Background: an optimization exercise with open tools, aiming at small area, a short achievable clock period and few clock cycles. Do not read the settings as production practice. RTL that was checked went through simulation tests only; none was proved equivalent to the original. Only the layout flow was run in runs 1 and 2; the RTL was not checked for function there. Power and IR drop assume default switching activity.

File: flow/run.sh
#!/bin/bash
# Standard layout, with timing repair aimed well below the design's period
# and plain buffers (instead of delay cells) on the ports.
set -euo pipefail
bash standard.sh SETUP_SLACK_MARGIN=9 "BUFFER_PORTS_ARGS=-buffer_cell sky130_fd_sc_hd__buf_2" finish > standard_flow.log 2>&1
File: standard.sh
#!/bin/bash
# synth_recipe.tcl (not shown) runs the flow's synth.tcl, then flattens the netlist and writes it again
# the make line also repeats each setting of config.mk as NAME=value (left out here)
make -C /OpenROAD-flow-scripts/flow DESIGN_CONFIG=/design/flow/config.mk WORK_HOME=/design/flow/orfs CLKGATE_MAP_FILE= SYNTH_SCRIPT=/design/flow/synth_recipe.tcl "${@:-finish}"
File: config.mk
export PLATFORM = sky130hd
export DESIGN_NAME = ccb
export DESIGN_NICKNAME = ccb
export VERILOG_FILES = /design/flow/design.v
export SDC_FILE = /design/flow/constraint.sdc
export NUM_CORES = 4
export LEC_CHECK = 0
export ABC_CLOCK_PERIOD_IN_PS = 3000
export CAP_MARGIN = 20
export CELL_PAD_IN_SITES_DETAIL_PLACEMENT = 1
export CELL_PAD_IN_SITES_GLOBAL_PLACEMENT = 1
export CORE_MARGIN = 2
export CORE_UTILIZATION = 40
export SLEW_MARGIN = 20
File: constraint.sdc
create_clock -name core_clock -period 14.0 [get_ports {clk}]
set_input_delay 2.8000 -clock core_clock [delete_from_list [all_inputs] [get_ports {clk}]]
set_output_delay 2.8000 -clock core_clock [all_outputs]
set_load 0.01 [all_outputs]
File: design.v
module ccb (
    input  wire         clk,
    input  wire         rst,
    input  wire         cmd_valid,
    output reg          cmd_ready,
    input  wire [31:0]  cmd_data,
    output reg          rsp_valid,
    output reg  [2:0]   rsp_status,
    output reg  [31:0]  rsp_value,
    input  wire         edge_valid,
    input  wire [31:0]  edge_data,
    input  wire [29:0]  pin_i,
    input  wire [63:0]  time_i,
    output reg          ev_valid,
    output reg          ev_pulse,
    output reg  [2:0]   ev_ch,
    output reg  [15:0]  ev_val,
    output wire [127:0] duty_o,
    output reg  [29:0]  pin_oe,
    output reg  [89:0]  pin_ch,
    output wire         err_o
);
    localparam [4:0] OP_RESET = 5'h01, OP_ISINIT = 5'h02, OP_SETLED = 5'h03,
                     OP_SETSNS = 5'h04, OP_SETPOL = 5'h05, OP_SETPOLL = 5'h06,
                     OP_GETPOLL = 5'h07, OP_STEST = 5'h08, OP_PROCESS = 5'h09,
                     OP_EDGE = 5'h0A, OP_GEDGE = 5'h0B, OP_DRAIN = 5'h0C,
                     OP_RESOLVE = 5'h0D, OP_RETARGET = 5'h0E, OP_TICK = 5'h0F,
                     OP_POLL = 5'h10;
    localparam [1:0] S_IDLE = 2'd0, S_OPS = 2'd1, S_EXEC = 2'd2, S_EMIT = 2'd3;
    localparam [1:0] M_CUR = 2'd0, M_ZERO = 2'd1, M_PCUR = 2'd2, M_WZ = 2'd3;
    function automatic [11:0] dec125(input [4:0] n);
        case (n)
            5'd0:  dec125 = 12'd0;    5'd1:  dec125 = 12'd125;
            5'd2:  dec125 = 12'd250;  5'd3:  dec125 = 12'd375;
            5'd4:  dec125 = 12'd500;  5'd5:  dec125 = 12'd625;
            5'd6:  dec125 = 12'd750;  5'd7:  dec125 = 12'd875;
            5'd8:  dec125 = 12'd1000; 5'd9:  dec125 = 12'd1125;
            5'd10: dec125 = 12'd1250; 5'd11: dec125 = 12'd1375;
            5'd12: dec125 = 12'd1500; 5'd13: dec125 = 12'd1625;
            5'd14: dec125 = 12'd1750; 5'd15: dec125 = 12'd1875;
            5'd16: dec125 = 12'd2000; 5'd17: dec125 = 12'd2125;
            5'd18: dec125 = 12'd2250; 5'd19: dec125 = 12'd2375;
            5'd20: dec125 = 12'd2500; 5'd21: dec125 = 12'd2625;
            5'd22: dec125 = 12'd2750; 5'd23: dec125 = 12'd2875;
            5'd24: dec125 = 12'd3000; 5'd25: dec125 = 12'd3125;
            default: dec125 = 12'bx;
        endcase
    endfunction
    function automatic inwin(input [63:0] a, input [63:0] b);
        reg [46:0] x, g;
        reg [17:0] u;
        reg        brw, lt2, lo_ok, eq0, eq1;
        begin
            x   = a[63:17] ^ b[63:17];
            g   = {b[62:17] & ~a[62:17], 1'b1};
            eq0 = ~|x;
            eq1 = ~|(x ^ g);
            u     = {1'b0, b[16:0]} + 18'd100000;
            brw   = a[16:0] < b[16:0];
            lt2   = a[16:0] < u[16:0];
            lo_ok = brw ? (u[17] & lt2) : (u[17] | lt2);
            inwin = lo_ok && (brw ? eq1 : eq0);
        end
    endfunction
    function automatic [7:0] first1(input [7:0] m);
        integer i;
        begin
            first1[0] = m[0];
            for (i = 1; i < 8; i = i + 1)
                first1[i] = m[i] && !(|(m & ((8'd1 << i) - 8'd1)));
        end
    endfunction
    function automatic [2:0] enc8(input [7:0] oh);
        enc8 = {|oh[7:4], |{oh[7:6], oh[3:2]}, |{oh[7], oh[5], oh[3], oh[1]}};
    endfunction
    function automatic [2:0] hdr_status(input [31:0] w);
        reg [4:0]  op;
        reg [31:0] lm;
        reg        chop;
        begin
            op = w[31:27];
            case (op)
                OP_EDGE, OP_TICK:                 lm = 32'hF83FFFFF;
                OP_RETARGET, OP_RESOLVE, OP_POLL: lm = 32'hF81FFFFF;
                OP_SETPOLL:                       lm = 32'hFFDFFFFF;
                OP_GEDGE:                         lm = 32'hFFFF00F0;
                default:                          lm = 32'hFFFFFFFF;
            endcase
            chop = (op == OP_EDGE) || (op == OP_TICK) || (op == OP_RETARGET) ||
                   (op == OP_RESOLVE) || (op == OP_POLL);
            if (op == 5'h00 || op >= 5'h11)      hdr_status = 3'd1;
            else if ((w & lm) != {op, 27'd0})    hdr_status = 3'd2;
            else if (chop && w[26:25] != 2'd0)   hdr_status = 3'd3;
            else                                 hdr_status = 3'd0;
        end
    endfunction
    reg  [7:0]        pending;
    reg               poll_en;
    reg               err;
    reg  [7:0][4:0]   led;
    reg  [7:0][4:0]   sns;
    reg  [7:0]        al;         
    reg  [7:0]        tgt;        
    reg  [7:0]        fad;
    reg  [7:0]        door;
    reg  [7:0]        tsv;
    reg  [7:0]        lraw;
    reg  [7:0][4:0]   cur;        
    reg  [7:0][11:0]  dq;         
    reg  [7:0][63:0]  lt;         
    reg  [1:0]  st;
    reg  [1:0]  left;             
    reg  [4:0]  h_op;
    reg  [2:0]  h_ch;
    reg         h_b;
    reg  [5:0]  h_pin;            
    reg  [2:0]  h_st;             
    reg  [13:0] hf;               
    reg  [63:0] xq;               
    reg  [7:0]  rawq;             
    reg  [7:0]  rejq;             
    reg  [7:0]  ebq;              
    reg  [7:0]  em;
    reg  [1:0]  emode;
    reg         ehalf;
    reg         rv1;              
    wire accept = cmd_valid && cmd_ready;
    reg  go_q;                    
    wire go     = go_q;
    assign err_o = err;
    genvar g;
    generate
        for (g = 0; g < 8; g = g + 1) begin : g_duty
            assign duty_o[16*g +: 16] = {2'b00, dq[g], 2'b00};
        end
    endgenerate
    reg [29:0] pin_oe_d;
    reg [89:0] pin_ch_d;
    integer p, c2;
    always @(*) begin
        pin_oe_d = 30'd0;
        pin_ch_d = 90'd0;
        for (p = 0; p < 30; p = p + 1)
            for (c2 = 7; c2 >= 0; c2 = c2 - 1)
                if (led[c2] == p) begin
                    pin_oe_d[p]        = 1'b1;
                    pin_ch_d[3*p +: 3] = c2[2:0];
                end
    end
    always @(posedge clk) begin
        pin_oe <= pin_oe_d;
        pin_ch <= pin_ch_d;
    end
    function automatic [7:0] gmask(input [7:0] pn, input [7:0][4:0] sp);
        integer c;
        begin
            for (c = 0; c < 8; c = c + 1)
                gmask[c] = (pn[7:5] == 3'd0) && (pn[4:0] == sp[c]);
        end
    endfunction
    function automatic [7:0] edge_bits(input v, input [31:0] w, input [7:0][4:0] sp);
        reg [2:0] s;
        begin
            s = hdr_status(w);
            edge_bits = 8'd0;
            if (v && s == 3'd0 && w[31:27] == OP_EDGE)  edge_bits[w[24:22]] = 1'b1;
            if (v && s == 3'd0 && w[31:27] == OP_GEDGE) edge_bits = gmask(w[15:8], sp);
        end
    endfunction
    wire [7:0] pend_in = pending | ebq;
    wire [4:0]  c_op   = cmd_data[31:27];
    wire [2:0]  c_st   = hdr_status(cmd_data);
    wire        c_hdr  = accept && (st == S_IDLE);
    wire        c_last = accept && (st == S_OPS) && (left == 2'd1);
    wire [1:0]  c_nops = (c_op == OP_SETLED || c_op == OP_SETSNS ||
                          c_op == OP_RESOLVE || c_op == OP_POLL) ? 2'd2 :
                         (c_op == OP_SETPOL) ? 2'd1 : 2'd0;
    wire [63:0] pv     = {cmd_data, xq[31:0]};
    reg  [7:0]  c_pvok;
    always @(*) begin : pvchk
        integer c;
        for (c = 0; c < 8; c = c + 1) c_pvok[c] = pv[8*c +: 8] <= 8'd29;
    end
    wire [2:0]  o_st   = (h_st != 3'd0) ? h_st :
                         (h_op == OP_SETPOL && cmd_data[31:8] != 24'd0) ? 3'd2 : 3'd0;
    wire o_reset   = hf[0];
    wire o_setled  = hf[1];
    wire o_setsns  = hf[2];
    wire o_setpol  = hf[3];
    wire o_setpoll = hf[4];
    wire o_stest   = hf[5];
    wire o_process = hf[6];
    wire o_edge    = hf[7];
    wire o_gedge   = hf[8];
    wire o_drain   = hf[9];
    wire o_resolve = hf[10];
    wire o_retgt   = hf[11];
    wire o_tick    = hf[12];
    wire o_poll    = hf[13];
    reg  [7:0] pv_ok;
    always @(*) begin : pvchk2
        integer c;
        for (c = 0; c < 8; c = c + 1) pv_ok[c] = xq[8*c +: 8] <= 8'd29;
    end
    wire allv = &pv_ok;
    reg  [7:0] chg_led, chg_sns;
    always @(*) begin : chgs
        integer c;
        for (c = 0; c < 8; c = c + 1) begin
            chg_led[c] = allv && (xq[8*c +: 5] != led[c]);
            chg_sns[c] = allv && (xq[8*c +: 5] != sns[c]);
        end
    end
    reg  [7:0][4:0] sns_eff;
    always @(*) begin : snse
        integer c;
        for (c = 0; c < 8; c = c + 1)
            sns_eff[c] = (go && o_reset) ? 5'd2 + c[4:0] :
                         (go && o_setsns && chg_sns[c]) ? xq[8*c +: 5] : sns[c];
    end
    wire [7:0] selc = 8'd1 << h_ch;
    wire [7:0] m    = pend_in;        
    reg  [7:0] raw, lg, enr, acc, rtc, tnew, tick, fnew, updlr;
    reg  [7:0][4:0] cnext, cup, cdn;
    always @(*) begin : steps
        integer c;
        for (c = 0; c < 8; c = c + 1) begin
            cup[c] = (cur[c] >= 5'd23) ? 5'd25 : cur[c] + 5'd2;
            cdn[c] = (cur[c] <= 5'd2)  ? 5'd0  : cur[c] - 5'd2;
        end
    end
    always @(*) begin : perch
        integer c;
        for (c = 0; c < 8; c = c + 1) begin
            raw[c]  = o_process ? rawq[c] : h_b;
            lg[c]   = raw[c] ^ al[c];
            enr[c]  = o_process ? (m[c] || (poll_en && (raw[c] != lraw[c])))
                                : selc[c] && (o_resolve || (o_poll && (h_b != lraw[c])));
            acc[c]  = go && enr[c] && !rejq[c] && (lg[c] != door[c]);
            updlr[c] = go && (o_process ? poll_en : (o_poll && selc[c]));
            rtc[c]  = (acc[c] && (o_process || o_poll) && (lg[c] != tgt[c])) ||
                      (go && o_retgt && selc[c] && (h_b != tgt[c]));
            tnew[c] = tgt[c] ^ rtc[c];
            tick[c] = go && (o_process || (o_tick && selc[c])) && (fad[c] || rtc[c]);
            cnext[c] = ({5{tnew[c]}}  & cup[c]) | ({5{!tnew[c]}} & cdn[c]);
            fnew[c] = tnew[c] ? (cnext[c] != 5'd25) : (cnext[c] != 5'd0);
        end
    end
    wire [7:0] res_oh = selc & acc;
    wire       res_any = |res_oh;
    wire       res_lg  = |(res_oh & lg);
    wire [7:0] tfirst = first1(tick);
    reg  [4:0] tval;
    always @(*) begin : tv
        integer c;
        tval = 5'd0;
        for (c = 0; c < 8; c = c + 1)
            if (tfirst[c]) tval = tval | cnext[c];
    end
    wire [7:0] efirst = first1(em);
    wire [2:0] ech    = enc8(efirst);
    wire [4:0] ecur   = cur[ech];
    wire ptick = o_process || o_tick;
    wire [11:0] e0_val = ptick ? dec125(tval) : o_stest ? 12'd3125 : 12'd0;
    wire [2:0]  e0_ch  = ptick ? enc8(tfirst) : o_setled ? enc8(first1(chg_led)) : 3'd0;
    wire        e0_ev  = (ptick && tick != 8'd0) || o_reset || o_stest ||
                         (o_setled && chg_led != 8'd0);
    wire        em_pul = (emode == M_PCUR) && !ehalf;
    wire [11:0] em_val = (emode == M_CUR || (emode == M_PCUR && ehalf)) ? dec125(ecur) :
                         (emode == M_WZ && !ehalf) ? 12'd3125 : 12'd0;
    wire [11:0] ev_nval = go ? e0_val : em_val;
    wire [7:0]  dwr = go ? (ptick ? tfirst : (o_reset || o_stest) ? 8'd1 : 8'd0)
                         : (st == S_EMIT && !em_pul) ? efirst : 8'd0;
    always @(posedge clk) begin
        ev_valid <= !rst && ((go && e0_ev) || st == S_EMIT);
        ev_pulse <= go ? o_setled : em_pul;
        ev_ch    <= go ? e0_ch : ech;
        ev_val   <= {2'b00, ev_nval, 2'b00};
    end
    always @(posedge clk) begin : dqw
        integer c;
        for (c = 0; c < 8; c = c + 1)
            if (rst)         dq[c] <= 12'd0;
            else if (dwr[c]) dq[c] <= ev_nval;
    end
    wire [63:0] now_in = (st == S_OPS) ? pv : time_i;
    integer c;
    always @(posedge clk) begin
        for (c = 0; c < 8; c = c + 1) begin
            rawq[c] <= pin_i[sns[c]];
            rejq[c] <= tsv[c] && inwin(now_in, lt[c]);
        end
        ebq <= rst ? 8'd0 : edge_bits(edge_valid, edge_data, sns_eff);
        for (c = 0; c < 8; c = c + 1)
            if (acc[c]) lt[c] <= xq;
        if (st == S_IDLE) begin
            xq <= time_i;
        end else if (st == S_OPS && accept) begin
            if (left == 2'd2) xq[31:0]  <= cmd_data;
            else              xq[63:32] <= cmd_data;
        end
        if (rst) begin
            go_q      <= 1'b0;
            st        <= S_IDLE;
            cmd_ready <= 1'b1;
            rsp_valid <= 1'b0;
            pending <= 8'd0;
            poll_en <= 1'b0;
            err     <= 1'b0;
            for (c = 0; c < 8; c = c + 1) begin
                led[c] <= 5'd10 + c[4:0];
                sns[c] <= 5'd2 + c[4:0];
                cur[c] <= 5'd0;
            end
            al <= 8'hFF; tgt <= 8'd0; fad <= 8'd0; door <= 8'd0;
            tsv <= 8'd0; lraw <= 8'hFF;
        end else begin
            rsp_valid <= 1'b0;
            go_q      <= 1'b0;
            pending <= pend_in;
            if (c_hdr) begin
                h_op  <= c_op;
                hf    <= {c_op == OP_POLL, c_op == OP_TICK, c_op == OP_RETARGET,
                          c_op == OP_RESOLVE, c_op == OP_DRAIN, c_op == OP_GEDGE,
                          c_op == OP_EDGE, c_op == OP_PROCESS, c_op == OP_STEST,
                          c_op == OP_SETPOLL, c_op == OP_SETPOL, c_op == OP_SETSNS,
                          c_op == OP_SETLED, c_op == OP_RESET};
                h_ch  <= cmd_data[24:22];
                h_b   <= cmd_data[21];
                h_pin <= {cmd_data[15:13] == 3'd0, cmd_data[12:8]};
                h_st  <= c_st;
                left  <= c_nops;
                if (c_st != 3'd1 && c_nops != 2'd0) begin
                    st <= S_OPS;
                end else if (c_st != 3'd0) begin
                    rsp_valid <= 1'b1; rsp_status <= c_st; rsp_value <= 32'd0;
                    err <= 1'b1;
                end else begin
                    rsp_status <= 3'd0;
                    case (c_op)
                    OP_ISINIT: begin
                        rsp_valid <= 1'b1; rsp_value <= 32'd1;
                    end
                    OP_GETPOLL: begin
                        rsp_valid <= 1'b1; rsp_value <= {31'd0, poll_en};
                    end
                    OP_SETPOLL, OP_EDGE, OP_GEDGE, OP_RETARGET: begin
                        rsp_valid <= 1'b1; rsp_value <= 32'd0;
                        st <= S_EXEC; go_q <= 1'b1; cmd_ready <= 1'b0;
                    end
                    OP_DRAIN: begin
                        rsp_valid <= 1'b1;
                        rsp_value <= {24'd0, pend_in | edge_bits(edge_valid, edge_data, sns)};
                        st <= S_EXEC; go_q <= 1'b1; cmd_ready <= 1'b0;
                    end
                    default: begin
                        st <= S_EXEC; go_q <= 1'b1; cmd_ready <= 1'b0;
                    end
                    endcase
                end
            end
            if (st == S_OPS && accept) begin
                left <= left - 2'd1;
                if (left == 2'd1) begin
                    rsp_status <= o_st;
                    rsp_value  <= 32'd0;
                    if (o_st != 3'd0) begin
                        rsp_valid <= 1'b1; err <= 1'b1;
                        st <= S_IDLE;
                    end else begin
                        st <= S_EXEC; go_q <= 1'b1; cmd_ready <= 1'b0;
                        if (h_op == OP_SETPOL) begin
                            rsp_valid <= 1'b1;
                        end else if (h_op == OP_SETSNS) begin
                            rsp_valid <= 1'b1; rsp_value <= {31'd0, &c_pvok};
                        end
                    end
                end
            end
            if (go) begin
                rsp_status <= 3'd0;
                rsp_value  <= 32'd0;
                st <= S_IDLE; cmd_ready <= 1'b1;
                rsp_valid <= !(o_setpoll || o_edge || o_gedge || o_retgt ||
                               o_drain || o_setpol || o_setsns);
                case (h_op)
                OP_RESET: begin
                    pending <= 8'd0;
                    poll_en <= 1'b0;
                    err     <= 1'b0;
                    for (c = 0; c < 8; c = c + 1) begin
                        led[c] <= 5'd10 + c[4:0];
                        sns[c] <= 5'd2 + c[4:0];
                        cur[c] <= 5'd0;
                    end
                    al <= 8'hFF; tgt <= 8'd0; fad <= 8'd0; door <= 8'd0;
                    tsv <= 8'd0; lraw <= 8'hFF;
                    em <= 8'hFE; emode <= M_ZERO; ehalf <= 1'b0; rv1 <= 1'b1;
                    rsp_valid <= 1'b0; st <= S_EMIT; cmd_ready <= 1'b0;
                end
                OP_SETPOLL: poll_en <= h_b;
                OP_SETPOL:  al <= xq[39:32];
                OP_SETLED: begin
                    rsp_value <= {31'd0, allv};
                    for (c = 0; c < 8; c = c + 1)
                        if (chg_led[c]) begin
                            led[c] <= xq[8*c +: 5];
                        end
                    if (chg_led != 8'd0) begin
                        em <= chg_led; emode <= M_PCUR; ehalf <= 1'b1; rv1 <= 1'b1;
                        rsp_valid <= 1'b0; st <= S_EMIT; cmd_ready <= 1'b0;
                    end
                end
                OP_SETSNS: begin
                    for (c = 0; c < 8; c = c + 1)
                        if (chg_sns[c]) begin
                            sns[c] <= xq[8*c +: 5];
                            tsv[c] <= 1'b0;
                        end
                end
                OP_STEST: begin
                    em <= 8'hFF; emode <= M_WZ; ehalf <= 1'b1; rv1 <= 1'b0;
                    rsp_valid <= 1'b0; st <= S_EMIT; cmd_ready <= 1'b0;
                end
                OP_EDGE:  pending <= pend_in | selc;
                OP_GEDGE: pending <= pend_in | gmask({~h_pin[5], 2'b00, h_pin[4:0]}, sns);
                OP_DRAIN, OP_PROCESS: pending <= 8'd0;
                OP_RESOLVE, OP_POLL:
                    rsp_value <= {30'd0, res_any, res_lg};
                default: ;
                endcase
                for (c = 0; c < 8; c = c + 1) begin
                    if (updlr[c]) lraw[c] <= raw[c];
                    if (acc[c]) begin
                        tsv[c]  <= 1'b1;
                        door[c] <= lg[c];
                    end
                    if (rtc[c]) tgt[c] <= tnew[c];
                    if (tick[c]) begin
                        cur[c] <= cnext[c];
                        fad[c] <= fnew[c];
                    end else if (rtc[c]) begin
                        fad[c] <= 1'b1;
                    end
                end
                if (tick != 8'd0) begin
                    em <= tick & ~tfirst; emode <= M_CUR; ehalf <= 1'b0; rv1 <= 1'b0;
                    if ((tick & ~tfirst) != 8'd0) begin
                        rsp_valid <= 1'b0; st <= S_EMIT; cmd_ready <= 1'b0;
                    end
                end
            end
            if (st == S_EMIT) begin
                case (emode)
                M_CUR: em <= em & ~efirst;
                M_ZERO: begin
                    if ((em & ~efirst) == 8'd0) begin
                        em <= 8'hFF; emode <= M_PCUR; ehalf <= 1'b0;
                    end else begin
                        em <= em & ~efirst;
                    end
                end
                default: begin    
                    ehalf <= !ehalf;
                    if (ehalf) em <= em & ~efirst;
                end
                endcase
                if ((emode == M_CUR && (em & ~efirst) == 8'd0) ||
                    ((emode == M_PCUR || emode == M_WZ) && ehalf && (em & ~efirst) == 8'd0)) begin
                    rsp_valid  <= 1'b1;
                    rsp_status <= 3'd0;
                    rsp_value  <= {31'd0, rv1};
                    st <= S_IDLE; cmd_ready <= 1'b1;
                end
            end
        end
    end
endmodule
==> flow_metrics.tcl, run 1 <==
set metrics [dict create \
    status "finished clean" \
    fill_cells 18790 \
    grt_pass1_wl_um 444400 \
    synth_top_area_share_pct 28.98 \
    hold_violations 0 \
    coreArea_sq_um 169100 \
    arrival_ps 5780 \
    synthesis.yosys.warnings 1 \
    netlist_instances 6928 \
    r2r_cells 17 \
    finalSetupViolations 0 \
    drt_iter0_drc 5355 \
    viasPerCell 6.142 \
    drc 0 \
    worstSetupEndpoint "rejq[2]" \
    ant_nets 0 \
    hp-class "reg -> reg" \
    cts.htree.levels 4 \
    wl_um 316900 \
    ctsRootBufferMaster "clkbuf_16" \
    place.port_buffers 432 \
    initial_core_util_pct 40.20 \
    yosysSeqAreaShare_pct 41.94 \
    slew_headroom_pct 22.81 \
    ctsHoldBuffers 0 \
    worstReg2RegEnd "dq[4]" \
    cts_buffer_depth 3 \
    hpwl_um 225800 \
    rsz0062_at_grt "yes" \
    critPathLaunchType "input port" \
    grt-ovfl-total 0 \
    p_per_area_nw_per_um2 108.5 \
    netlist.top_cell.by_area "edfxtp_1" \
    hold-worst-slack_ps 456.0 \
    ys_ff_latch 1096 \
    grt_usage_pct 35.55 \
    fmax_ghz 0.2003 \
    synth_edf_count 656 \
    dr.pass1.iters 6 \
    vias 60000 \
    final_nets 8237 \
    cts_buffers 137 \
    antenna_found_initial 34 \
    rows 151 \
    r2r-start "hf[6]" \
    multi_input_area_sq_um 38740 \
    syn_avg_cell_area_sq_um 9.812 \
    cts_sinks 1096 \
    insertion_delay_ps 840 \
    regArea_sq_um 28510 \
    finalCritPeriodShare_pct 35.66 \
    die-area_sq_um 173300 \
    totalPowerFinal_w 0.008675 \
    period_minus_slack_ps 4992 \
    startpoint "cmd_data[22]" \
    synth_ff_type "edfxtp_1" \
    wl_per_cell_um 32.44 \
    yosys-top-cells-count "edfxtp_1, nand2_1, ha_1, nor2_1, a21oi_1" \
    worstPathRequired_ps 14790 \
    drv_slew 0 \
    ir_drop_v 0.0001357 \
    cts_tree "built" \
    grt_max_degree 68 \
    tns_ps 0 \
    drv_cap 0 \
    grt_pass1_vias 60330 \
    finClkSkew_ps 46.59 \
    async_reset_ff_share_pct 0 \
    syn_area_sq_um 67980 \
    fin_util_pct 47.28 \
    critical_path_class "in -> reg" \
    critPathMaxFanout 8 \
    r2r_setup_slack_ps 9020 \
    synth.distinct_cells 112 \
    critPathCaptureType "flip-flop" \
    p_leak_nw 31.39 \
    tightest_slew_ps 1155 \
    path_clk_slew_ps 60 \
    layout-drive-gt1-share_pct 17.59 \
    yosys-top-cells-area "edfxtp_1, dfxtp_1, ha_1, xnor2_1, nand2_1" \
    die_w_um 416.2 \
    gp_congestion 0.9684 \
    ioPinCount 469 \
    areaGrowthSynthToFinish_pct 17.62 \
    fp.dieH_um 416.2 \
]
-- sequential cells by signal, summed over array words and instances, names as in the netlist, 30 cells and up --
signal and count:
cur 40, dq 96, led 40, lt 512, pin_ch 90, pin_oe 30
rsp_value 32, sns 40, xq 64
-- area by class of cell --
type                       instances  area share [%]
antenna                           18         0.05634
clock buffer                     172           4.590
clock inverter                    66          0.8857
inverter                         243           1.164
multi-input combinational       5241           48.45
sequential                      1096           35.66
tap                             2218           3.471
timing repair buffer             713           5.724
timing repair inverter             1        0.006259
-- power breakdown --
group / internal, W / switching (W) / total [W] / leakage (nW)
combinational: 0.000484 / 0.00104 / 0.00152 / 19.6
sequential: 0.00353 / 0.0000806 / 0.00361 / 9.62
clock: 0.00199 / 0.00156 / 0.00355 / 2.12
-- kinds of logic (layout without fill, tap and decap cells) --
logic type | Yosys count | after routing | synth area share, %
flip-flops | 1096 | 1096 | 41.94
other | 1 | 54 | 0.005517
adder cells (fa/ha/maj) | 644 | 644 | 11.85
AND/OR/NAND/NOR | 2244 | 2247 | 15.88
XOR/XNOR | 636 | 636 | 8.327
multiplexers | 232 | 232 | 4.806
AO/OA/AOI/OAI | 1442 | 1446 | 13.42
buffers and inverters | 633 | 1195 | 3.777
-- stage by stage --
stage	setup WS [ps]	std cells	instance area, sq um
2_1_floorplan	7889	6963	68700
3_3_place_gp	7026	9397	73470
3_5_place_dp	7694	9397	73470
4_1_cts	8987	9706	78980
5_1_grt	8908	9758	79930
6_report	9008	9768	79960
-- worst min path at each step --
stage	start	to	slack, ps	depth (start not counted)
after global routing	dq[23]	dq[23]	470	2
after detailed placement	dq[29]	dq[29]	450	2
final	dq[23]	dq[23]	460	2
after CTS	dq[29]	dq[29]	460	2
after global placement	dq[53]	dq[53]	440	2
after floorplan	tsv[5]	rejq[5]	460	2
-- cell usage in the layout, fill, tap and decap left out, types with 34 or more instances in the layout --
cell / n
edfxtp_1: 656
nand2_1: 643
ha_1: 629
nor2_1: 563
dfxtp_1: 439
a21oi_1: 437
buf_2: 429
xnor2_1: 362
o21ai_0: 326
xor2_1: 261
buf_4: 250
inv_1: 228
nand4_1: 197
nor3_1: 172
nand3_1: 146
clkbuf_16: 137
nor4_1: 122
mux2i_1: 89
a211oi_1: 86
mux4_2: 73
a21o_1: 64
o22ai_1: 64
a31oi_1: 59
nor2b_1: 56
nand2b_1: 56
conb_1: 36
and2_1: 34
-- layer usage --
metal  global-route usage, %  up-vias  routed length [um]
met5                       0        -                  64
met4                   20.60       12               20560
met3                   6.239      679               20660
met2                   58.26     2396              147800
met1                   44.00    30410              127800
li1                        -    26500                   -
-- worst max-delay path, cell delays in order --
cell and delay, ps:
clkbuf_4 230, mux2i_2 200, buf_6 240, ha_1 320, xor2_2 280, nand4_1 150, nor4_2 340, nand3_1 170
a2111oi_4 590, nand4_1 160, nor2_1 130, a21bo_2 140
-- what timing repair did --
item	CTS	global route
setup endpoints to repair	144	133
gates cloned	8	3
buffers inserted	63	38
pin swaps	16	31
gates resized for setup	98	112
==> inputs of run 2 (changes only) <==
--- a/design.v
+++ b/design.v
@@ -149,5 +149,5 @@
     end
-    always @(posedge clk) begin
-        pin_oe <= pin_oe_d;
-        pin_ch <= pin_ch_d;
+    always @(*) begin
+        pin_oe = pin_oe_d;
+        pin_ch = pin_ch_d;
     end
==> flow_metrics.tcl, run 2 <==
set metrics [dict create \
    status "finished clean" \
    hold-worst-slack_ps 458.3 \
    cts_buffers 114 \
    r2r-start "h_ch[0]" \
    viasPerCell 6.231 \
    yosys-top-cells-area "edfxtp_1, ha_1, dfxtp_1, xor2_1, xnor2_1" \
    place_area_sq_um 70390 \
    tns_ps 0 \
    drt_iter0_drc 6506 \
    areaGrowthSynthToFinish_pct 21.43 \
    tightest_slew_ps 1207 \
    critPathCaptureType "output port" \
    regMostFlops "lt" \
    yosysSeqAreaShare_pct 39.82 \
    drv_cap 0 \
    period_minus_slack_ps 5241 \
    finalSetupViolations 0 \
    initial_core_util_pct 40.28 \
    crit_path_frequent_cell "buf_4" \
    synth_edf_count 656 \
    grt-ovfl-total 0 \
    ctsHoldBuffers 0 \
    ant_nets 0 \
    ioPinCount 469 \
    hold_violations 0 \
    gp_congestion 0.9944 \
    final_cell_area_sq_um 79610 \
    synthesis.yosys.warnings 1 \
    netlist_instances 6769 \
    syn_avg_cell_area_sq_um 9.686 \
    die_w_um 408.9 \
    multi_input_area_sq_um 39740 \
    drc 0 \
    fp.dieH_um 408.9 \
    grt_pass1_vias 59430 \
    p_leak_nw 32.02 \
    synth.distinct_cells 108 \
    grt_usage_pct 35.87 \
    vias 60080 \
    drv_slew 0 \
    yosys-top-cells-count "edfxtp_1, ha_1, nand2_1, nor2_1, a21oi_1" \
    hpwl_um 218600 \
    cts_buffer_depth 3 \
    critical_path_class "reg -> out" \
    critPathLaunchType "flip-flop" \
    wl_per_cell_um 32.31 \
    regArea_sq_um 26240 \
    layout_commonest_cell "edfxtp_1" \
    die-area_sq_um 167200 \
    async_reset_ff_share_pct 0 \
    max_stage_delay_ps 370 \
    preCtsSetupSlack_ps 7342 \
    rsz0062_at_grt "yes" \
    arrival_ps 2440 \
    insertion_delay_ps 790 \
    cts_tree "built" \
    cts_sinks 976 \
    p_per_area_nw_per_um2 99.73 \
    coreArea_sq_um 162800 \
    ys_ff_latch 976 \
    largestRegisters "lt (512), dq (96), xq (64)" \
    fmax_ghz 0.1908 \
    syn_area_sq_um 65570 \
    whs_endpoint "dq[13]" \
    finalCritPeriodShare_pct 37.43 \
    holdPathStages 2 \
    rows 148 \
    path_clk_slew_ps 60 \
    setup_ws_ps 8759 \
    layout_common_cells "edfxtp_1, ha_1, nand2_1" \
    netlist.top_cell.by_area "edfxtp_1" \
    antenna_found_initial 32 \
    yosysMostFrequentCell "edfxtp_1" \
    place.port_buffers 432 \
    synth_top_area_share_pct 30.04 \
    worstPathRequired_ps 11200 \
    path_buf_inv 3 \
    cts.htree.levels 3 \
    ir_drop_v 0.0001001 \
    wl_um 311600 \
    final_nets 8170 \
    critical-path-top-delay-family "buffers and inverters" \
    finClkSkew_ps 56.23 \
    critPathMaxFanout 5 \
    layout-drive-gt1-share_pct 23.00 \
    largest_register_ffs 512 \
    dr.pass1.iters 5 \
    grt_pass1_wl_um 435800 \
    fill_cells 18020 \
    r2r_setup_slack_ps 9100 \
    slew_headroom_pct 18.68 \
    r2r_cells 16 \
    worstReg2RegEnd "dq[88]" \
    grt_max_degree 134 \
    cp_cell_sequence "buf_4 > buf_4 > nand3_2 > o21ai_2 > nor2b_4 > nor3_2 > buf_2" \
    hold_start "dq[13]" \
    ctsRootBufferMaster "clkbuf_16" \
    synth_ff_type "edfxtp_1" \
    hp-class "reg -> reg" \
    crit_slowest_cell "dfxtp_4" \
]
## run 2: worst max path at each step
| stage | start | endpoint | slack, ps | cells after the start |
|---|---|---|---|---|
| 2_1_floorplan | time_i[1] | rejq[7] | 8690 | 13 |
| 4_1_cts | led[35] | pin_ch[50] | 8790 | 6 |
| 6_report | led[36] | pin_ch[71] | 8760 | 7 |
| 3_3_place_gp | time_i[1] | rejq[7] | 7470 | 14 |
| 5_1_grt | led[35] | pin_ch[0] | 8710 | 9 |
| 3_5_place_dp | h_ch[0] | dq[90] | 7340 | 16 |
## run 2: cells by family (layout without fill, tap and decap cells)
kind of cell	Yosys count	in the layout	synth area share [%]
AO/OA/AOI/OAI	1358	1360	13.20
other	1	40	0.005719
flip-flops	976	976	39.82
XOR/XNOR	656	656	8.921
multiplexers	229	229	4.876
buffers and inverters	661	1315	4.118
AND/OR/NAND/NOR	2246	2250	16.82
adder cells (fa/ha/maj)	642	642	12.25
## run 2: area by class of cell
class                           count  share of cell area, %
Clock buffer                      150                  3.970
Timing Repair Buffer              847                  7.545
Tap cell                         2175                  3.418
Sequential cell                   976                  32.96
Timing Repair inverter              1               0.006286
Antenna cell                        4                0.01257
Clock inverter                     64                 0.9665
Multi-Input combinational cell   5173                  49.91
Inverter                          253                  1.212
## run 2: worst min-delay path, stage by stage (launching register included)
cell	delay, ps
dfxtp_1	300
nand2_1	50
a21oi_1	50
## run 2: metrics by stage
stage / instances / power [W] / utilization, %
detailed placement: 9183 / 0.004726 / 43.24
floorplan: 6804 / 0.004000 / -
global route: 9639 / 0.008135 / 48.91
CTS: 9547 / 0.007915 / 47.70
finish: 9643 / 0.007940 / 48.91
global placement: 9182 / 0.004706 / 43.23
## run 2: repair_timing
item	CTS	global route
buffers inserted	142	89
pin swaps	152	140
gates resized for setup	584	265
setup endpoints to repair	274	267
cloned	8	2
## run 2: power by group
| part | internal (W) | leakage [nW] | total (W) | switching (W) |
|---|---|---|---|---|
| combinational | 0.000466 | 21.5 | 0.00150 | 0.00104 |
| sequential | 0.00318 | 8.65 | 0.00326 | 0.0000802 |
| clock | 0.00183 | 1.91 | 0.00318 | 0.00135 |
## run 2: layer usage
metal / track usage (%) / wire (um) / vias to the layer above
met1: 49.88 / 131700 / 30450
met5: 0 / 72 / -
met4: 15.05 / 15170 / 12
met3: 6.469 / 28860 / 618
li1: - / - / 26040
met2: 54.66 / 135800 / 2959
==> inputs of run 3 (changes only) <==
--- a/design.v
+++ b/design.v
@@ -149,5 +149,5 @@
     end
-    always @(*) begin
-        pin_oe = pin_oe_d;
-        pin_ch = pin_ch_d;
+    always @(posedge clk) begin
+        pin_oe <= pin_oe_d;
+        pin_ch <= pin_ch_d;
     end
@@ -199,8 +199,3 @@
     wire o_poll    = hf[13];
-    reg  [7:0] pv_ok;
-    always @(*) begin : pvchk2
-        integer c;
-        for (c = 0; c < 8; c = c + 1) pv_ok[c] = xq[8*c +: 8] <= 8'd29;
-    end
-    wire allv = &pv_ok;
+    reg  allv;                    
     reg  [7:0] chg_led, chg_sns;
@@ -352,3 +347,3 @@
                         rsp_valid <= 1'b1;
-                        rsp_value <= {24'd0, pend_in | edge_bits(edge_valid, edge_data, sns)};
+                        rsp_value <= {24'd0, pend_in | edge_bits(edge_valid, edge_data, sns_eff)};
                         st <= S_EXEC; go_q <= 1'b1; cmd_ready <= 1'b0;
@@ -363,2 +358,3 @@
                 left <= left - 2'd1;
+                allv <= &c_pvok;
                 if (left == 2'd1) begin
--- a/config.mk
+++ b/config.mk
@@ -13,2 +13,3 @@
 export CORE_UTILIZATION = 40
+export CTS_BUF_LIST = sky130_fd_sc_hd__clkbuf_8
 export SLEW_MARGIN = 20
==> flow_metrics.tcl, run 3 <==
set metrics [dict create \
    insertion_delay_ps 1010 \
    tns_ps 0 \
    critPathCaptureType "flip-flop" \
    cts_sinks 1097 \
    yosysSeqAreaShare_pct 42.22 \
    cts_buffer_depth 3 \
    drc 0 \
    grt_pass1_vias 60650 \
    critPathMaxFanout 16 \
    layout_commonest_cell "edfxtp_1" \
    grt_pass1_wl_um 439600 \
    ys_ff_latch 1097 \
    netlist_instances 6851 \
    r2r_setup_slack_ps 9120 \
    wl_um 313100 \
    place.port_buffers 432 \
    regMostFlops "lt" \
    hold_violations 0 \
    grt_max_degree 75 \
    syn_avg_cell_area_sq_um 9.865 \
    ctsHoldBuffers 0 \
    wl_per_cell_um 32.04 \
    final_cell_area_sq_um 78370 \
    synth_ff_type "edfxtp_1" \
    hp-class "reg -> reg" \
    synthesis.yosys.warnings 1 \
    period_minus_slack_ps 4949 \
    dr.pass1.iters 8 \
    yosys-top-cells-count "edfxtp_1, nand2_1, ha_1, nor2_1, a21oi_1" \
    grt_usage_pct 35.23 \
    areaGrowthSynthToFinish_pct 15.96 \
    multi_input_area_sq_um 37780 \
    arrival_ps 5900 \
    ant_nets 0 \
    antenna_found_initial 38 \
    fill_cells 18750 \
    regArea_sq_um 28540 \
    cts.htree.levels 4 \
    die-area_sq_um 172300 \
    ctsRootBufferMaster "clkbuf_8" \
    hold_start "dq[88]" \
    largestRegisters "lt (512), dq (96), pin_ch (90)" \
    fmax_ghz 0.2020 \
    synth_top_area_share_pct 29.19 \
    rsz0062_at_grt "no" \
    final_nets 8196 \
    yosys-top-cells-area "edfxtp_1, dfxtp_1, ha_1, xnor2_1, nand2_1" \
    yosysMostFrequentCell "edfxtp_1" \
    synth.distinct_cells 114 \
    vias 59580 \
    async_reset_ff_share_pct 0 \
    synth_edf_count 657 \
    largest_register_ffs 512 \
    viasPerCell 6.096 \
    finClkSkew_ps 47.72 \
    startpoint "cmd_data[30]" \
    initial_core_util_pct 40.37 \
    r2r-start "st[0]" \
    slew_headroom_pct 20.06 \
    fp.dieH_um 415.1 \
    grt-ovfl-total 0 \
    critPathLaunchType "input port" \
    cts_tree "built" \
    p_per_area_nw_per_um2 105.6 \
    status "finished clean" \
    tightest_slew_ps 1199 \
    drt_iter0_drc 5026 \
    die_w_um 415.1 \
    cts_buffers 200 \
    ioPinCount 469 \
    hpwl_um 225800 \
    drv_slew 0 \
    rows 150 \
    place_area_sq_um 72980 \
    path_clk_slew_ps 60 \
    syn_area_sq_um 67580 \
    finalSetupViolations 0 \
    finalCritPeriodShare_pct 35.35 \
    p_leak_nw 31.15 \
    gp_congestion 1.041 \
    drv_cap 0 \
    coreArea_sq_um 167400 \
    netlist.top_cell.by_area "edfxtp_1" \
    layout-drive-gt1-share_pct 17.66 \
    worstPathRequired_ps 14960 \
    ir_drop_v 0.0001165 \
    critical_path_class "in -> reg" \
    layout_common_cells "edfxtp_1, nand2_1, ha_1" \
]
## run 3: cell types whose count changed in the layout (fill, tap and decap cells not counted), moves of 56 or more
| cell | before | now |
|---|---|---|
| a21oi_1 | 342 | 438 |
| a21oi_2 | 63 | 7 |
| buf_4 | 328 | 222 |
| clkbuf_16 | 116 | 2 |
| clkbuf_8 | 14 | 239 |
| dfxtp_1 | 280 | 439 |
| nor2_1 | 498 | 583 |
| nor3_1 | 119 | 197 |
| o21ai_0 | 201 | 265 |
| xnor2_1 | 296 | 362 |
| xor2_1 | 352 | 234 |
## run 3: per-layer routing
layer	track usage (%)	share of wire [%]	vias up
met5	0	0.017	-
met4	22.06	7.2	8
met3	7.443	7.5	745
met2	57.96	47	2476
met1	42.00	38	30040
li1	-	-	26310
## run 3: metrics by stage
stage               worst slack (ps)  hold slack, ps  std cells  util (%)  total power [W]
floorplan                       7955           458.2       6886         -         0.004345
global placement                7503           439.7       9320     43.59         0.005043
detailed placement              7408           446.2       9320     43.59         0.005069
CTS                             9014           454.4       9725     46.42         0.008271
global route                    8938           471.3       9768     46.81         0.008517
finish                          9051           449.3       9773     46.81         0.008275
## run 3: final timing paths
| kind | depth (start not counted) | to |
|---|---|---|
| min reg2reg | 2 | dq[88] |
| max reg2reg | 13 | rejq[0] |
| max | 12 | rejq[7] |
| min | 2 | dq[88] |
## run 3: final cells by class
cell class,instances,area share [%]
Clock inverter,131,1.015
Sequential cell,1097,36.42
Tap cell,2204,3.519
Timing Repair Buffer,674,5.420
Multi-Input combinational cell,5176,48.20
Clock buffer,239,4.197
Antenna cell,10,0.03193
Inverter,242,1.196
## run 3: critical path: stages
cell       delay (ps)
clkbuf_4          210
inv_1             160
nor2_1            100
a21oi_4           370
ha_1              390
a221oi_1          330
o2111ai_1         180
nor4_1            380
nand4_1           140
or4_1             480
nor3_1            180
mux2_2            170
## run 3: repair_timing
action,in CTS,in global routing
endpoints found under the setup margin,145,129
resized for setup,62,54
cloned,3,4
pin swaps,9,12
setup buffers,32,33
## run 3: where the power goes
group	total (W)	internal, W	switching [W]
combinational	0.00143	0.000457	0.000977
sequential	0.00364	0.00353	0.000105
clock	0.00320	0.00168	0.00152
total	0.00827	0.00567	0.00261
## run 3: logic make-up after synthesis
kind of cell               share of synthesized area (%)
and+or+nand+nor                                    16.12
AOI/OAI and AO/OA                                  13.31
DFF                                                42.22
adders and majority gates                          11.92
buffers and inverters                              3.693
xor gates and xnor gates                           7.981
muxes                                              4.745
other                                           0.005549
Testbench counts of run 3, summed over its fixed seeds: cycles 30,149.
==> inputs of run 4 (changes only) <==
--- a/config.mk
+++ b/config.mk
@@ -13,3 +13,2 @@
 export CORE_UTILIZATION = 40
-export CTS_BUF_LIST = sky130_fd_sc_hd__clkbuf_8
 export SLEW_MARGIN = 20
==> flow_metrics.tcl, run 4 <==
set metrics [dict create \
    status "finished clean" \
    critPathCaptureType "flip-flop" \
    fp.dieH_um 415.1 \
    p_leak_nw 31.13 \
    place.port_buffers 432 \
    finalCritPeriodShare_pct 35.38 \
    critPathMaxFanout 8 \
    tns_ps 0 \
    crit_slowest_cell "nor4_2" \
    ir_drop_v 0.0001267 \
    gp_congestion 1.041 \
    layout_commonest_cell "edfxtp_1" \
    slew_headroom_pct 23.28 \
    drt_iter0_drc 5802 \
    p_per_area_nw_per_um2 110.1 \
    hp-class "reg -> reg" \
    ys_ff_latch 1097 \
    netlist_instances 6851 \
    hpwl_um 225800 \
    finalSetupViolations 0 \
    ctsRootBufferMaster "clkbuf_16" \
    grt_usage_pct 35.33 \
    synth_edf_count 657 \
    largestRegisters "lt (512), dq (96), pin_ch (90)" \
    cp_cell_sequence "buf_2 > buf_4 > mux2i_2 > buf_6 > ha_1 > nand4_1 > nor4_2 > nand4_1 > a211oi_1 > a21o_1" \
    hold_violations 0 \
    synth_top_area_share_pct 29.19 \
    hold-worst-slack_ps 449.5 \
    grt_max_degree 75 \
    rsz0062_at_grt "no" \
    yosys-top-cells-count "edfxtp_1, nand2_1, ha_1, nor2_1, a21oi_1" \
    finClkSkew_ps 33.05 \
    grt-ovfl-total 0 \
    place_inst 9320 \
    viasPerCell 6.124 \
    ioPinCount 469 \
    coreArea_sq_um 167400 \
    die-area_sq_um 172300 \
    wl_um 312900 \
    ctsHoldBuffers 0 \
    synth.distinct_cells 114 \
    antenna_found_initial 38 \
    drv_cap 0 \
    critical-path-top-delay-family "simple AND/OR/NAND/NOR gates" \
    yosys-top-cells-area "edfxtp_1, dfxtp_1, ha_1, xnor2_1, nand2_1" \
    grt_pass1_wl_um 440200 \
    path_buf_inv 3 \
    rows 150 \
    critPathLaunchType "input port" \
    async_reset_ff_share_pct 0 \
    layout_common_cells "edfxtp_1, nand2_1, ha_1" \
    grt_pass1_vias 60180 \
    finalNonFillerCells 9667 \
    vias 59200 \
    syn_area_sq_um 67580 \
    critical_path_class "in -> reg" \
    die_w_um 415.1 \
    fmax_ghz 0.2019 \
    layout-drive-gt1-share_pct 17.35 \
    max_stage_delay_ps 930 \
    final_nets 8150 \
    yosysSeqAreaShare_pct 42.22 \
    cts_buffer_depth 3 \
    place_area_sq_um 72980 \
    areaGrowthSynthToFinish_pct 17.09 \
    syn_avg_cell_area_sq_um 9.865 \
    drc 0 \
    netlist.top_cell.by_area "edfxtp_1" \
    insertion_delay_ps 820 \
    cts.htree.levels 4 \
    path_clk_slew_ps 60 \
    tightest_slew_ps 1135 \
    cts_buffers 137 \
    wl_per_cell_um 32.37 \
    final_cell_area_sq_um 79140 \
    synth_ff_type "edfxtp_1" \
    cts_sinks 1097 \
    fin_util_pct 47.27 \
    arrival_ps 5710 \
    fill_cells 18580 \
    synthesis.yosys.warnings 1 \
    initial_core_util_pct 40.37 \
    ant_nets 0 \
    cts_tree "built" \
    yosysMostFrequentCell "edfxtp_1" \
    crit_path_frequent_cell "nand4_1" \
    dr.pass1.iters 6 \
    drv_slew 0 \
    regMostFlops "lt" \
    largest_register_ffs 512 \
    worstPathRequired_ps 14750 \
    period_minus_slack_ps 4953 \
]
-- run 4: cell counts after synthesis --
Identical to the previous run, type by type.
-- run 4: stage by stage --
stage                     total power, W  setup WS, ps
final                           0.008715          9047
after global routing            0.008938          8962
after CTS                       0.008706          9010
after detailed placement        0.005069          7408
after global placement          0.005043          7503
after floorplan                 0.004345          7955
-- run 4: power breakdown --
| part | switching [W] | total [W] | leakage, nW | internal, W |
|---|---|---|---|---|
| registers | 0.000104 | 0.00364 | 9.63 | 0.00353 |
| logic | 0.000981 | 0.00145 | 19.3 | 0.000467 |
| clock network | 0.00154 | 0.00363 | 2.19 | 0.00209 |
-- run 4: area by class of cell --
| type | count | area [sq um] | share of cell area [%] |
|---|---|---|---|
| antenna | 10 | 25.02 | 0.03162 |
| tap | 2204 | 2758 | 3.485 |
| inverter | 242 | 937.1 | 1.184 |
| clock inverter | 61 | 674.4 | 0.8522 |
| timing repair inverter | 1 | 8.758 | 0.01107 |
| multi-input combinational | 5176 | 37900 | 47.89 |
| sequential | 1097 | 28540 | 36.07 |
| timing repair buffer | 690 | 4484 | 5.666 |
| clock buffer | 186 | 3811 | 4.816 |
-- run 4: final timing paths --
| path | start | endpoint | slack [ps] | depth (start not counted) |
|---|---|---|---|---|
| setup / recovery | cmd_data[21] | rejq[1] | 9050 | 10 |
| hold / removal | dq[88] | dq[88] | 450 | 2 |
| setup reg to reg | go_q | dq[40] | 9100 | 18 |
| hold reg to reg | dq[88] | dq[88] | 450 | 2 |
-- run 4: timing repair --
| action | in CTS | in global routing |
|---|---|---|
| gates resized for setup | 68 | 76 |
| setup buffers | 36 | 45 |
| endpoints found under the setup margin | 147 | 137 |
| endpoints found under the hold margin | 0 | 0 |
| gates cloned | 4 | 4 |
| pin swaps | 9 | 17 |
-- run 4: logic make-up (layout without fill, tap and decap cells) --
| logic type | after synthesis | in the layout | synth area share [%] |
|---|---|---|---|
| AOI/OAI and AO/OA | 1397 | 1398 | 13.31 |
| xor gates and xnor gates | 604 | 604 | 7.981 |
| adders and majority gates | 644 | 644 | 11.92 |
| buffers and inverters | 615 | 1180 | 3.693 |
| DFF | 1097 | 1097 | 42.22 |
| muxes | 227 | 227 | 4.745 |
| other | 1 | 46 | 0.005549 |
| and+or+nand+nor | 2266 | 2267 | 16.12 |
-- run 4: worst register-to-register path: cells and delay by family (launching register included) --
kind / cells / cell delay (ps)
adders and majority gates: 1 / 230
AOI/OAI and AO/OA: 6 / 1970
and+or+nand+nor: 4 / 800
DFF: 1 / 490
buffers and inverters: 7 / 1300
-- run 4: per-layer routing --
| layer | track usage (%) | vias up | share of wire (%) |
|---|---|---|---|
| met5 | 0 | - | 0.014 |
| met2 | 58.66 | 2561 | 47 |
| met3 | 6.770 | 739 | 7.5 |
| met4 | 21.05 | 6 | 7.1 |
| met1 | 42.50 | 29740 | 38 |
| li1 | - | 26160 | - |
==> inputs of run 5 (changes only) <==
--- a/design.v
+++ b/design.v
@@ -48,3 +48,3 @@
     endfunction
-    function automatic inwin(input [63:0] a, input [63:0] b);
+    function automatic [3:0] inwin(input [63:0] a, input [63:0] b);
         reg [46:0] x, g;
@@ -61,3 +61,3 @@
             lo_ok = brw ? (u[17] & lt2) : (u[17] | lt2);
-            inwin = lo_ok && (brw ? eq1 : eq0);
+            inwin = {eq0, eq1, brw, lo_ok};
         end
@@ -120,3 +120,9 @@
     reg  [7:0]  rawq;             
-    reg  [7:0]  rejq;             
+    reg  [7:0][3:0] winq;         
+    reg  [7:0]  plq;              
+    reg         pmq;              
+    reg         rtenq;            
+    reg  [7:0]  rtfq;             
+    reg  [7:0]  tgq;              
+    reg  [7:0]  updq;             
     reg  [7:0]  ebq;              
@@ -185,2 +191,12 @@
                          (h_op == OP_SETPOL && cmd_data[31:8] != 24'd0) ? 3'd2 : 3'd0;
+    wire        l1        = !rst && c_hdr && c_st == 3'd0;
+    wire        l2        = !rst && c_last && o_st == 3'd0;
+    wire        l_process = l1 && c_op == OP_PROCESS;
+    wire        l_tick    = l1 && c_op == OP_TICK;
+    wire        l_retgt   = l1 && c_op == OP_RETARGET;
+    wire        l_resolve = l2 && h_op == OP_RESOLVE;
+    wire        l_poll    = l2 && h_op == OP_POLL;
+    wire [2:0]  l_ch      = (st == S_OPS) ? h_ch : cmd_data[24:22];
+    wire        l_b       = (st == S_OPS) ? h_b  : cmd_data[21];
+    wire [7:0]  l_sel     = 8'd1 << l_ch;
     wire o_reset   = hf[0];
@@ -217,3 +233,3 @@
     wire [7:0] m    = pend_in;        
-    reg  [7:0] raw, lg, enr, acc, rtc, tnew, tick, fnew, updlr;
+    reg  [7:0] lg, rej, enr, acc, rtc, tnew, tick, fnew;
     reg  [7:0][4:0] cnext, cup, cdn;
@@ -229,12 +245,9 @@
         for (c = 0; c < 8; c = c + 1) begin
-            raw[c]  = o_process ? rawq[c] : h_b;
-            lg[c]   = raw[c] ^ al[c];
-            enr[c]  = o_process ? (m[c] || (poll_en && (raw[c] != lraw[c])))
-                                : selc[c] && (o_resolve || (o_poll && (h_b != lraw[c])));
-            acc[c]  = go && enr[c] && !rejq[c] && (lg[c] != door[c]);
-            updlr[c] = go && (o_process ? poll_en : (o_poll && selc[c]));
-            rtc[c]  = (acc[c] && (o_process || o_poll) && (lg[c] != tgt[c])) ||
-                      (go && o_retgt && selc[c] && (h_b != tgt[c]));
+            lg[c]   = rawq[c] ^ al[c];
+            rej[c]  = winq[c][0] && (winq[c][1] ? winq[c][2] : winq[c][3]);
+            enr[c]  = (pmq && m[c]) || plq[c];
+            acc[c]  = enr[c] && !rej[c] && (lg[c] != door[c]);
+            rtc[c]  = (acc[c] && rtenq && (lg[c] != tgt[c])) || rtfq[c];
             tnew[c] = tgt[c] ^ rtc[c];
-            tick[c] = go && (o_process || (o_tick && selc[c])) && (fad[c] || rtc[c]);
+            tick[c] = tgq[c] && (fad[c] || rtc[c]);
             cnext[c] = ({5{tnew[c]}}  & cup[c]) | ({5{!tnew[c]}} & cdn[c]);
@@ -284,5 +297,12 @@
         for (c = 0; c < 8; c = c + 1) begin
-            rawq[c] <= pin_i[sns[c]];
-            rejq[c] <= tsv[c] && inwin(now_in, lt[c]);
+            rawq[c] <= (st == S_OPS) ? h_b : pin_i[sns[c]];
+            winq[c] <= inwin(now_in, lt[c]) & {3'b111, tsv[c]};
+            plq[c]  <= l_process ? (poll_en && (pin_i[sns[c]] != lraw[c])) :
+                       (l_resolve && l_sel[c]) || (l_poll && l_sel[c] && (h_b != lraw[c]));
+            rtfq[c] <= l_retgt && l_sel[c] && (l_b != tgt[c]);
+            tgq[c]  <= l_process || (l_tick && l_sel[c]);
+            updq[c] <= l_process ? poll_en : (l_poll && l_sel[c]);
         end
+        pmq   <= l_process;
+        rtenq <= l_process || l_poll;
         ebq <= rst ? 8'd0 : edge_bits(edge_valid, edge_data, sns_eff);
@@ -428,3 +448,3 @@
                 for (c = 0; c < 8; c = c + 1) begin
-                    if (updlr[c]) lraw[c] <= raw[c];
+                    if (updq[c]) lraw[c] <= rawq[c];
                     if (acc[c]) begin
==> flow_metrics.tcl, run 5 <==
set metrics [dict create \
    status "finished clean" \
    r2r-start "pmq" \
    yosysMostFrequentCell "nand2_1" \
    cts_buffers 140 \
    cts_tree "built" \
    max_stage_delay_ps 510 \
    critPathLaunchType "input port" \
    hold_violations 0 \
    finalCritPeriodShare_pct 35.58 \
    async_reset_ff_share_pct 0 \
    ys_ff_latch 1153 \
    crit_path_frequent_cell "or3_1" \
    cts.htree.levels 4 \
    grt_max_degree 70 \
    initial_core_util_pct 40.35 \
    finalNonFillerCells 9876 \
    largest_register_ffs 512 \
    yosys-top-cells-count "nand2_1, edfxtp_1, ha_1, nor2_1, dfxtp_1" \
    startpoint "cmd_data[5]" \
    finalSetupViolations 0 \
    grt_pass1_wl_um 448000 \
    synth.distinct_cells 107 \
    finClkSkew_ps 35.59 \
    vias 60210 \
    layout_common_cells "nand2_1, edfxtp_1, ha_1" \
    p_leak_nw 31.66 \
    syn_area_sq_um 69460 \
    synth_top_area_share_pct 28.32 \
    fp.dieH_um 420.7 \
    wl_per_cell_um 32.30 \
    worstPathRequired_ps 14720 \
    critical_path_class "in -> reg" \
    drv_slew 0 \
    drc 0 \
    insertion_delay_ps 810 \
    areaGrowthSynthToFinish_pct 15.11 \
    rows 152 \
    netlist_instances 7032 \
    dr.pass1.iters 5 \
    layout-drive-gt1-share_pct 15.02 \
    tns_ps 0 \
    critPathCaptureType "flip-flop" \
    ir_drop_v 0.0001025 \
    ctsRootBufferMaster "clkbuf_16" \
    grt_usage_pct 35.42 \
    largestRegisters "lt (512), dq (96), pin_ch (90)" \
    wl_um 319000 \
    gp_congestion 0.9385 \
    fin_util_pct 46.45 \
    critPathMaxFanout 17 \
    drv_cap 0 \
    ctsHoldBuffers 0 \
    synth_ff_type "edfxtp_1" \
    place_inst 9589 \
    totalPowerFinal_w 0.008655 \
    hp-class "reg -> reg" \
    viasPerCell 6.096 \
    place.port_buffers 432 \
    hpwl_um 231200 \
    slew_headroom_pct 18.87 \
    coreArea_sq_um 172100 \
    fmax_ghz 0.2008 \
    synth_edf_count 655 \
    r2r_setup_slack_ps 9150 \
    preCtsSetupSlack_ps 7907 \
    drt_iter0_drc 5774 \
    arrival_ps 5700 \
    die_w_um 420.7 \
    synthesis.yosys.warnings 1 \
    syn_avg_cell_area_sq_um 9.877 \
    grt-ovfl-total 0 \
    yosysSeqAreaShare_pct 42.67 \
    p_per_area_nw_per_um2 108.3 \
    yosys-top-cells-area "edfxtp_1, dfxtp_1, ha_1, xnor2_1, nand2_1" \
    grt_pass1_vias 60410 \
    rsz0062_at_grt "no" \
    hold_start "dq[47]" \
    cts_sinks 1153 \
    setup_ws_ps 9019 \
    tightest_slew_ps 1217 \
    antenna_found_initial 44 \
    layout_commonest_cell "nand2_1" \
    ant_nets 0 \
    cp_cell_sequence "buf_2 > or3_1 > or3_1 > a311oi_2 > nand4_1 > nand2b_4 > or3_4 > inv_4 > nand2_4 > o221ai_2 > a32o_1" \
    netlist.top_cell.by_area "edfxtp_1" \
    period_minus_slack_ps 4981 \
    crit_slowest_cell "or3_1" \
    cts_buffer_depth 3 \
    die-area_sq_um 177000 \
    regMostFlops "lt" \
    final_nets 8251 \
    ioPinCount 469 \
    path_clk_slew_ps 60 \
]
==> run 5: cell count changes in the layout (fill, tap and decap cells not counted), moves of 16 or more <==
| cell | change |
|---|---|
| and3_1 | +31 |
| a211oi_2 | -23 |
| nor3_1 | -33 |
| xnor2_1 | -27 |
| a211oi_1 | +25 |
| nand2_1 | +33 |
| nand3_1 | -26 |
| nor2_1 | -16 |
| buf_4 | -50 |
| inv_1 | +37 |
| o21ai_0 | +87 |
| a21oi_1 | -44 |
| dfxtp_1 | +55 |
==> run 5: logic make-up (layout without fill, tap and decap cells) <==
family,after synthesis,after routing,share of synthesized area (%)
other,1,51,0.005399
AO/OA/AOI/OAI,1473,1473,13.70
XOR/XNOR,588,588,7.476
flip-flops,1153,1153,42.67
adder cells (fa/ha/maj),650,650,11.71
buffers and inverters,663,1146,3.846
multiplexers,224,224,4.658
AND/OR/NAND/NOR,2280,2281,15.94
==> run 5: area by class of cell <==
cell class                 instances  area (sq um)
timing repair buffer             623          3726
sequential                      1153         29650
multi-input combinational       5252         38020
tap                             2310          2890
inverter                         270          1021
clock buffer                     192          3916
antenna                           15         37.54
fill                           19180         92160
clock inverter                    61         691.9
==> run 5: per-layer routing <==
metal	global-route usage, %	part of all wire, %	vias to the layer above
li1	-	-	26650
met1	46.12	42	30540
met2	56.23	45	2407
met3	6.315	7.1	607
met4	18.21	5.7	12
met5	0	0.027	-
==> run 5: worst paths after layout <==
check	endpoint	cells after the start
worst max-delay path	plq[0]	11
worst min-delay path	dq[47]	2
worst max register to register	dq[81]	15
worst min register to register	dq[47]	2
==> run 5: where the power goes <==
group	switching, W	leakage [nW]	internal (W)
Combinational	0.000782	19.3	0.000360
Sequential	0.0000923	10.1	0.00366
Clock	0.00156	2.27	0.00220
Total	0.00243	31.7	0.00622
==> run 5: repair_timing <==
| action | 4_1_cts | 5_1_grt |
|---|---|---|
| endpoints found under the setup margin | 117 | 108 |
| setup buffers | 6 | 10 |
| gates resized for setup | 23 | 29 |
| pin swaps | 4 | 7 |
| gates cloned | 1 | 0 |
==> run 5: critical path, delay by kind of cell <==
family          cells  cell delay (ps)
compound gates      3              700
buf+inv             2              210
simple gates        6             1970
==> run 5: per-stage QoR <==
stage               hold WS (ps)  area [sq um]
floorplan                  445.1         69910
global placement           458.8         74810
detailed placement         468.2         74820
CTS                        480.8         79600
global route               508.3         79940
finish                     477.8         79950
Testbench counts of run 5, summed over its fixed seeds: cycles 30,149.
==> inputs of run 6 (changes only) <==
==> flow/run.sh (replaced) <==
#!/bin/bash
# Standard layout, with timing repair aimed well below the design's period
# and plain buffers (instead of delay cells) on the ports.
set -euo pipefail
bash standard.sh SETUP_SLACK_MARGIN=9.5 "BUFFER_PORTS_ARGS=-buffer_cell sky130_fd_sc_hd__buf_2" finish > standard_flow.log 2>&1
--- a/config.mk
+++ b/config.mk
@@ -13,2 +13,4 @@
 export CORE_UTILIZATION = 40
+export CTS_BUF_LIST = sky130_fd_sc_hd__clkbuf_8
 export SLEW_MARGIN = 20
+export TNS_END_PERCENT = 10
==> flow_metrics.tcl, run 6 <==
set metrics [dict create \
    finalCritPeriodShare_pct 32.85 \
    p_leak_nw 32.06 \
    largest_register_ffs 512 \
    tns_ps 0 \
    cts_buffer_depth 3 \
    grt-ovfl-total 0 \
    ctsHoldBuffers 0 \
    finalSetupViolations 0 \
    path_clk_slew_ps 60 \
    fmax_ghz 0.2174 \
    largestRegisters "lt (512), dq (96), pin_ch (90)" \
    areaGrowthSynthToFinish_pct 15.86 \
    ir_drop_v 0.0001014 \
    coreArea_sq_um 172100 \
    ys_ff_latch 1153 \
    dr.pass1.iters 5 \
    hold_violations 0 \
    wl_per_cell_um 31.65 \
    synth_top_area_share_pct 28.32 \
    holdPathStages 0 \
    regMostFlops "lt" \
    tightest_slew_ps 1178 \
    cts_sinks 1153 \
    period_minus_slack_ps 4599 \
    multi_input_area_sq_um 38480 \
    r2r_cells 10 \
    ant_nets 0 \
    yosysMostFrequentCell "nand2_1" \
    max_stage_delay_ps 690 \
    viasPerCell 6.032 \
    status "finished clean" \
    grt_pass1_vias 61510 \
    hold-worst-slack_ps 465.6 \
    syn_avg_cell_area_sq_um 9.877 \
    fill_cells 19210 \
    grt_max_degree 114 \
    yosys-top-cells-count "nand2_1, edfxtp_1, ha_1, nor2_1, dfxtp_1" \
    die_w_um 420.7 \
    cp_cell_sequence "buf_2 > a21oi_2 > buf_4 > ha_1 > xnor2_1 > nor4_1 > nand4_1 > nor4_1" \
    final_nets 8354 \
    r2r-start "st[1]" \
    place.port_buffers 432 \
    syn_area_sq_um 69460 \
    netlist_instances 7032 \
    initial_core_util_pct 40.35 \
    layout_common_cells "nand2_1, edfxtp_1, ha_1" \
    cts_tree "built" \
    ioPinCount 469 \
    worstPathRequired_ps 14830 \
    grt_pass1_wl_um 446700 \
    totalPowerFinal_w 0.008331 \
    ctsRootBufferMaster "clkbuf_8" \
    wl_um 317900 \
    hpwl_um 230600 \
    drc 0 \
    finClkSkew_ps 43.82 \
    cts.htree.levels 4 \
    drt_iter0_drc 5603 \
    fp.dieH_um 420.7 \
    yosysSeqAreaShare_pct 42.67 \
    layout-drive-gt1-share_pct 17.33 \
    critPathCaptureType "flip-flop" \
    cts_buffers 209 \
    r2r_setup_slack_ps 9400 \
    critical_path_class "in -> reg" \
    drv_slew 0 \
    path_buf_inv 2 \
    critPathLaunchType "input port" \
    critical-path-top-delay-family "simple AND/OR/NAND/NOR gates" \
    rsz0062_at_grt "yes" \
    synth_edf_count 655 \
    whs_endpoint "lt[385]" \
    p_per_area_nw_per_um2 103.5 \
    antenna_found_initial 37 \
    insertion_delay_ps 1000 \
    rows 152 \
    worstReg2RegEnd "winq[26]" \
    async_reset_ff_share_pct 0 \
    yosys-top-cells-area "edfxtp_1, dfxtp_1, ha_1, xnor2_1, nand2_1" \
    vias 60590 \
    synthesis.yosys.warnings 1 \
    die-area_sq_um 177000 \
    grt_usage_pct 35.21 \
    gp_congestion 0.9521 \
    synth_ff_type "edfxtp_1" \
    arrival_ps 5430 \
    hold_start "xq[1]" \
    fin_util_pct 46.75 \
    slew_headroom_pct 21.48 \
    netlist.top_cell.by_area "edfxtp_1" \
    regArea_sq_um 29660 \
    crit_path_frequent_cell "nor4_1" \
    synth.distinct_cells 107 \
    crit_slowest_cell "nor4_1" \
    hp-class "reg -> reg" \
    layout_commonest_cell "nand2_1" \
    critPathMaxFanout 8 \
    drv_cap 0 \
]
-- run 6: what timing repair did --
item,4_1_cts,5_1_grt
endpoints found under the setup margin,193,193
hold endpoints to repair,0,0
buffers inserted,6,38
resized for setup,54,141
gates cloned,1,0
pin swaps,7,36
-- run 6: worst max path at each step --
| stage | startpoint | to | slack [ps] | cells after the start |
|---|---|---|---|---|
| after floorplan | winq[5] | dq[21] | 8510 | 15 |
| after global placement | time_i[31] | winq[18] | 7110 | 8 |
| after detailed placement | cmd_data[9] | plq[0] | 7890 | 10 |
| after CTS | cmd_data[9] | plq[0] | 9210 | 10 |
| after global routing | edge_data[11] | rsp_value[1] | 9310 | 11 |
| final | time_i[18] | winq[26] | 9400 | 8 |
-- run 6: cell families after synthesis --
| family | synth area share (%) |
|---|---|
| buf+inv | 3.846 |
| other cells | 0.005399 |
| xor+xnor | 7.476 |
| compound gates | 13.70 |
| simple gates | 15.94 |
| flops | 42.67 |
| mux | 4.658 |
| fa+ha+maj | 11.71 |
-- run 6: layer usage --
layer	vias up	track usage, %	wire length (um)
met5	-	0	58
li1	26870	-	-
met1	30450	44.68	129300
met3	698	6.186	22910
met4	10	21.09	21580
met2	2559	56.03	144100
-- run 6: stage by stage --
stage / cells / cell area (sq um) / setup WS [ps]
finish: 10040 / 80470 / 9401
global route: 10040 / 80460 / 9307
CTS: 9989 / 79460 / 9213
detailed placement: 9594 / 74770 / 7887
global placement: 9593 / 74740 / 7109
floorplan: 7067 / 69820 / 8511
-- run 6: report_power, final --
part | internal, W | switching, W | leakage, nW
Combinational | 0.000367 | 0.000770 | 19.6
Sequential | 0.00366 | 0.0000895 | 10.1
Clock | 0.00181 | 0.00163 | 2.41
Total | 0.00584 | 0.00249 | 32.1
-- run 6: layout make-up --
| cell class | count | share of cell area [%] |
|---|---|---|
| Tap cell | 2310 | 3.592 |
| Clock buffer | 235 | 4.019 |
| Timing Repair Buffer | 657 | 5.013 |
| Inverter | 270 | 1.272 |
| Sequential cell | 1153 | 36.85 |
| Multi-Input combinational cell | 5252 | 47.81 |
| Antenna cell | 14 | 0.04354 |
| Clock inverter | 153 | 1.395 |

[port drivers added, routing unchanged]
The flow's constraints put no driver on any port. The routed layouts listed below were extracted and timed again, unchanged, in two steps. Step 1 sets driving cells, clkbuf_16 on the clock port and buf_2 on the other inputs (assumed; they add their load-dependent delay and slew). Step 2 times the ports against the registers' clock, not the clock port: input delays grow and output delays shrink by t, the midpoint of the rising clock arrivals with the driver on. a / b / c = ideal ports / drivers / drivers and shift; a / b = the first two.
run | shift t [ns] | setup WS [ns] | worst setup path after step 2 | slew at the worst register clock pin (ns) | worst data-port slew with drivers (ns)
run 1 | 0.914 | 9.008 / 9.015 / 8.100 | input to register | 0.06 / 0.06 | 0.20
run 2 | 0.853 | 8.759 / 8.666 / 8.245 | input to register | 0.07 / 0.07 | 0.13
run 3 | 1.078 | 9.051 / 9.083 / 8.005 | input to register | 0.07 / 0.07 | 0.12
run 4 | 0.899 | 9.047 / 9.048 / 8.150 | input to register | 0.07 / 0.07 | 0.13
run 5 | 0.887 | 9.019 / 9.024 / 8.137 | input to register | 0.07 / 0.07 | 0.15
run 6 | 1.067 | 9.401 / 9.376 / 8.368 | input to register | 0.08 / 0.08 | 0.16
After both steps setup and hold are still met in every run listed. The setup slack of run 3, which loses most, moves by +0.032 ns with the drivers and by -1.046 ns with both steps.
